From an optimization exercise on the open Yosys and OpenROAD flow, aimed at small area; shortcuts taken in it are not production practice. Only simulation tests tie the RTL to the original design; equivalence was not proved. Power is estimated from default activity; no workload was simulated.

==> inputs of delta <==
Design sce, start of the top module:
module sce (
    input  wire        clk,
    input  wire        rst,           
    input  wire        strobe,        
    input  wire        bus_valid,
    input  wire        bus_write,
    input  wire [7:0]  bus_addr,
    input  wire [31:0] bus_wdata,
    output wire        bus_ready,
    output reg  [31:0] bus_rdata,
    output reg         bus_err,
    input  wire        ready_in,
    input  wire        fault_in,
    output wire [7:0]  pwm_a,
    output wire [7:0]  pwm_b,
    output wire [7:0]  pwm_c,
    output wire        en_a,
    output wire        en_b,
    output wire        en_c,
    output wire        drv_reset,
    output wire        drv_sleep,
    output wire        led_success,
    output wire        led_fault
);
export LEC_CHECK = 0
export CAP_MARGIN = 0
export CORE_MARGIN = 2
export CORE_UTILIZATION = 40
export SLEW_MARGIN = 0
export SYNTH_MEMORY_MAX_BITS = 32768
create_clock -name core_clock -period 18.0 [get_ports {clk}]
standard.sh (not shown) runs the stock make flow with config.mk's settings and CLKGATE_MAP_FILE= SYNTH_SCRIPT=/design/flow/synth_recipe.tcl, a recipe that flattens the netlist after the stock synthesis.
==> flow/flow/run.sh <==
#!/bin/bash
# Own layout flow: the standard flow (standard.sh, ORFS from synthesis to
# the final layout) with two changes on make's command line:
#   SYNTH_SCRIPT       flow/area_synth.tcl: the standard synthesis with
#                      Yosys's default ABC mapping (see that file);
#   BUFFER_PORTS_ARGS  the port buffers that ORFS puts on every input and
#                      output are sky130_fd_sc_hd__buf_1 cells;
#   CTS_ARGS           clock tree buffers from CTS_BUF (below), sinks
#                      clustered by CTS_CLUSTER, no dummy loads.
# Everything else (floorplan, tap cells, power grid, placement, CTS,
# routing, the settings in config.mk) is the standard flow's. make's output
# goes to flow.log here; each ORFS step logs under orfs/logs/.
set -euo pipefail
cd "$(dirname "${BASH_SOURCE[0]}")/.."
work=$PWD
CTS_BUF=${CTS_BUF:-sky130_fd_sc_hd__clkbuf_8}
CTS_CLUSTER=${CTS_CLUSTER:-}
CTS_ROOT=${CTS_ROOT:-}
cts="-sink_clustering_enable -repair_clock_nets -buf_list $CTS_BUF -dont_use_dummy_load"
if [[ -n $CTS_ROOT ]]; then cts="$cts -root_buf $CTS_ROOT"; fi
if [[ -n $CTS_CLUSTER ]]; then cts="$cts -sink_clustering_size $CTS_CLUSTER"; fi
grep -q 'SYNTH_SCRIPT=' standard.sh
sed -e "s#SYNTH_SCRIPT=[^ ]*#SYNTH_SCRIPT=$work/flow/area_synth.tcl 'BUFFER_PORTS_ARGS=-buffer_cell sky130_fd_sc_hd__buf_1' 'CTS_ARGS=$cts'#" \
    standard.sh > own_standard.sh
bash own_standard.sh finish > flow.log 2>&1
test -s out/final.def
==> flow/flow/abc_map.script <==
strash; &get -n; &fraig -x; &put; dc2; strash; &get -n; &dch -f; &nf -R 1000 -C 32 -p; &put
==> flow/flow/area_synth.tcl <==
# The standard synthesis (synth_recipe.tcl in the work folder, sourced
# unchanged) with two differences in how the combinational logic is mapped:
#  - ABC runs flow/abc_map.script (Yosys's default ABC script for liberty
#    libraries, with an area-leaning &nf) instead of ORFS's
#    abc_speed.script with its buffering and up-sizing;
#  - ADDER_MAP_FILE is cleared, so adders are not extracted into
#    half/full-adder cells but left to ABC as plain logic.
# The flip-flops are mapped by dfflibmap, which neither change touches, so
# every register keeps the name and cell type the standard synthesis gives.
proc abc {args} {
  foreach opt {-script -D -constr} {
    set i [lsearch -exact $args $opt]
    if { $i >= 0 } {
      set args [lreplace $args $i [expr {$i + 1}]]
    }
  }
  log_cmd yosys abc -script $::area_synth_abc_script {*}$args
}
set ::area_synth_abc_script [file join [file dirname [file normalize [info script]]] abc_map.script]
set ::env(ADDER_MAP_FILE) ""
source [file join [file dirname [file dirname [file normalize [info script]]]] synth_recipe.tcl]
==> inputs of amber, as changes to delta <==
--- a/flow/design.v
+++ b/flow/design.v
@@ -57,47 +57,45 @@
     reg        negm;          
     wire busy = (state != S_IDLE);
     assign bus_ready = !busy && !strobe;
     wire acc     = bus_valid && bus_ready;
     wire wr_ctrl = acc && bus_write && (bus_addr == 8'h00);
     wire wr_spd  = acc && bus_write && (bus_addr == 8'h08);
     always @(*) begin
         bus_rdata = 32'd0;
-        case (bus_addr)
-            8'h00: bus_rdata = {24'd0, ind_fault, ind_success, drv_sleep_r, drv_reset_r,
-                                en_c_r, en_b_r, en_a_r, arm};
-            8'h04: bus_rdata = {29'd0, halted, fault_in, ready_in};
-            8'h08: bus_rdata = speed;
-            8'h0C: bus_rdata = phase;
-            8'h10: bus_rdata = {24'd0, duty0};
-            8'h14: bus_rdata = {24'd0, duty1};
-            8'h18: bus_rdata = {24'd0, duty2};
-            default: bus_rdata = 32'd0;
-        endcase
-        if (bus_write)
+        bus_err   = 1'b0;
+        if (bus_write) begin
             bus_err = !(bus_addr == 8'h00 || bus_addr == 8'h08);
-        else
-            bus_err = !(bus_addr == 8'h00 || bus_addr == 8'h04 || bus_addr == 8'h08 ||
-                        bus_addr == 8'h0C || bus_addr == 8'h10 || bus_addr == 8'h14 ||
-                        bus_addr == 8'h18);
+        end else begin
+            case (bus_addr)
+                8'h00: bus_rdata = {24'd0, ind_fault, ind_success, drv_sleep_r, drv_reset_r,
+                                    en_c_r, en_b_r, en_a_r, arm};
+                8'h04: bus_rdata = {29'd0, halted, fault_in, ready_in};
+                8'h08: bus_rdata = speed;
+                8'h0C: bus_rdata = phase;
+                8'h10: bus_rdata = {24'd0, duty0};
+                8'h14: bus_rdata = {24'd0, duty1};
+                8'h18: bus_rdata = {24'd0, duty2};
+                default: bus_err = 1'b1;
+            endcase
+        end
     end
     wire [7:0] exp_p = phase[30:23];
     wire [7:0] exp_s = speed[30:23];
     wire       hid_p = (exp_p != 8'd0);
     wire       hid_s = (exp_s != 8'd0);
     wire [7:0] ep1   = {exp_p[7:1], exp_p[0] | ~hid_p};
     wire [7:0] es1   = {exp_s[7:1], exp_s[0] | ~hid_s};
     wire       psm0  = (es1 >= ep1);
     wire       es_big = (exp_s >= 8'd164);    
     wire [7:0] target = op2 ? 8'd138 : (psm ? es1 : ep1);
     wire       fneg   = op2 & fm;     
     wire       speed_nonfinite = (exp_s == 8'hff);
-    wire [31:0] sman = {8'd0, hid_s, speed[22:0]};
-    wire       sbit = ~jc[5] & sman[jc[4:0]];
+    wire       sbit = (jc < 6'd23) ? speed[jc[4:0]] : ((jc == 6'd23) & hid_s);
     wire       cbit = (jc < 6'd24) & M3000[jc[4:0]];
     wire       opb  = op2 ? cbit : sbit;
     wire s_idle  = (state == S_IDLE);
     wire s_align = (state == S_ALIGN);
     wire s_add   = (state == S_ADD);
     wire s_norm  = (state == S_NORM);
     wire s_round = (state == S_ROUND);
     wire s_post  = (state == S_POST);
--- a/flow/flow/run.sh
+++ b/flow/flow/run.sh
@@ -10,17 +10,15 @@
 # Everything else (floorplan, tap cells, power grid, placement, CTS,
 # routing, the settings in config.mk) is the standard flow's. make's output
 # goes to flow.log here; each ORFS step logs under orfs/logs/.
 set -euo pipefail
 cd "$(dirname "${BASH_SOURCE[0]}")/.."
 work=$PWD
 CTS_BUF=${CTS_BUF:-sky130_fd_sc_hd__clkbuf_8}
 CTS_CLUSTER=${CTS_CLUSTER:-}
-CTS_ROOT=${CTS_ROOT:-}
 cts="-sink_clustering_enable -repair_clock_nets -buf_list $CTS_BUF -dont_use_dummy_load"
-if [[ -n $CTS_ROOT ]]; then cts="$cts -root_buf $CTS_ROOT"; fi
 if [[ -n $CTS_CLUSTER ]]; then cts="$cts -sink_clustering_size $CTS_CLUSTER"; fi
 grep -q 'SYNTH_SCRIPT=' standard.sh
 sed -e "s#SYNTH_SCRIPT=[^ ]*#SYNTH_SCRIPT=$work/flow/area_synth.tcl 'BUFFER_PORTS_ARGS=-buffer_cell sky130_fd_sc_hd__buf_1' 'CTS_ARGS=$cts'#" \
     standard.sh > own_standard.sh
 bash own_standard.sh finish > flow.log 2>&1
 test -s out/final.def
==> flow/flow/area_synth.tcl (replaced) <==
# The standard synthesis (synth_recipe.tcl in the work folder, sourced
# unchanged) with one difference: the combinational logic is mapped with
# Yosys's default ABC script for liberty libraries, instead of ORFS's
# abc_speed.script with its buffering and up-sizing. The flip-flops are
# mapped by dfflibmap before this step, so every register keeps the name
# and cell type the standard synthesis gives it.
proc abc {args} {
  foreach opt {-script -D -constr} {
    set i [lsearch -exact $args $opt]
    if { $i >= 0 } {
      set args [lreplace $args $i [expr {$i + 1}]]
    }
  }
  log_cmd yosys abc {*}$args
}
source [file join [file dirname [file dirname [file normalize [info script]]]] synth_recipe.tcl]
==> flow/config.mk (replaced) <==
export PLATFORM = sky130hd
export DESIGN_NAME = sce
export DESIGN_NICKNAME = sce
export VERILOG_FILES = /design/flow/design.v
export SDC_FILE = /design/flow/constraint.sdc
export NUM_CORES = 4
export LEC_CHECK = 0
export CAP_MARGIN = 20
export CORE_MARGIN = 2
export CORE_UTILIZATION = 40
export SLEW_MARGIN = 20
export SYNTH_MEMORY_MAX_BITS = 32768
removed: flow/flow/abc_map.script
==> comparison table <==
metric                                                                                  delta                    amber
Status                                                                complete, no violations  complete, no violations
Core region area                                                                  22500 sq um              24390 sq um
Number of global-route vias before repair                                                9374                     9981
Synth Area in Simple Gates                                                             25.78%                   26.17%
Sequential portion of the cell area                                                    28.77%                   26.44%
Site Rows                                                                                  55                       57
Routing usage on met1                                                                  37.62%                   36.58%
Fraction of final layout cells sized beyond drive strength 1                           3.486%                   3.769%
Post-Place Cells                                                                         1645                     1793
Share of final layout cell area taken by clock buffers and inverters                   2.264%                   2.081%
Final period demand of the worst path                                                9.534 ns                 9.072 ns
Part of the cycle the worst path needs                                                 52.97%                   50.40%
Post-synth design cell area                                                        9125 sq um               9977 sq um
Routed length on met3                                                                 2373 um                  2828 um
Vertical die dimension                                                               155.0 um                 161.9 um
Arr. time, crit path                                                                  5.93 ns                  5.47 ns
Sequential element share of the synthesized area                                       32.58%                   29.80%
Leakage power summed over all cells                                                  3.462 nW                 3.776 nW
Design Power                                                                        0.9535 mW                0.9568 mW
Worst r2r dst                                                                        duty1[2]                 duty0[0]
Synthesized-area fraction occupied by adder cells                                     0.2194%                   6.622%
Worst hold slack after final layout                                                 0.4830 ns                0.5176 ns
Initial core utilization                                                               40.55%                   40.90%
Area Overhead vs Synth                                                                 13.25%                   12.70%
Filler Cell Count                                                                        2329                     2564
Cell with the most instances after synthesis                                          nand2_1                   nor2_1
Total routed wire length on the met1 layer                                           14450 um                 15340 um

## what the ideal ports hide
The results above use ideal ports. As a check the final layouts listed here were re-extracted and re-timed, cells and wires unchanged. Step 1, drivers: a clkbuf_16 drives clk and a buf_2 each remaining input, both assumed. Step 2 moves the port delays by t, midway between the first and last clock arrival at a register: inputs arrive t later, outputs are due t later. That takes back most of the time a late clock gives input paths. a / b / c = ideal / step 1 / step 2; a / b = the first two.
run	shift t [ns]	slack for setup (ns)	hold WS [ns]	worst register clock-pin slew, ns	pins driven straight from the clock port
delta	0.474	8.466 / 8.444 / 8.444	0.483 / 0.483 / 0.483	0.08 / 0.08	1
amber	0.480	8.928 / 8.905 / 8.905	0.518 / 0.518 / 0.518	0.09 / 0.09	1
After both steps setup and hold are still met in every run listed. For amber, which loses most, drivers alone change the setup slack by -0.023 ns; drivers and shift together by -0.023 ns.
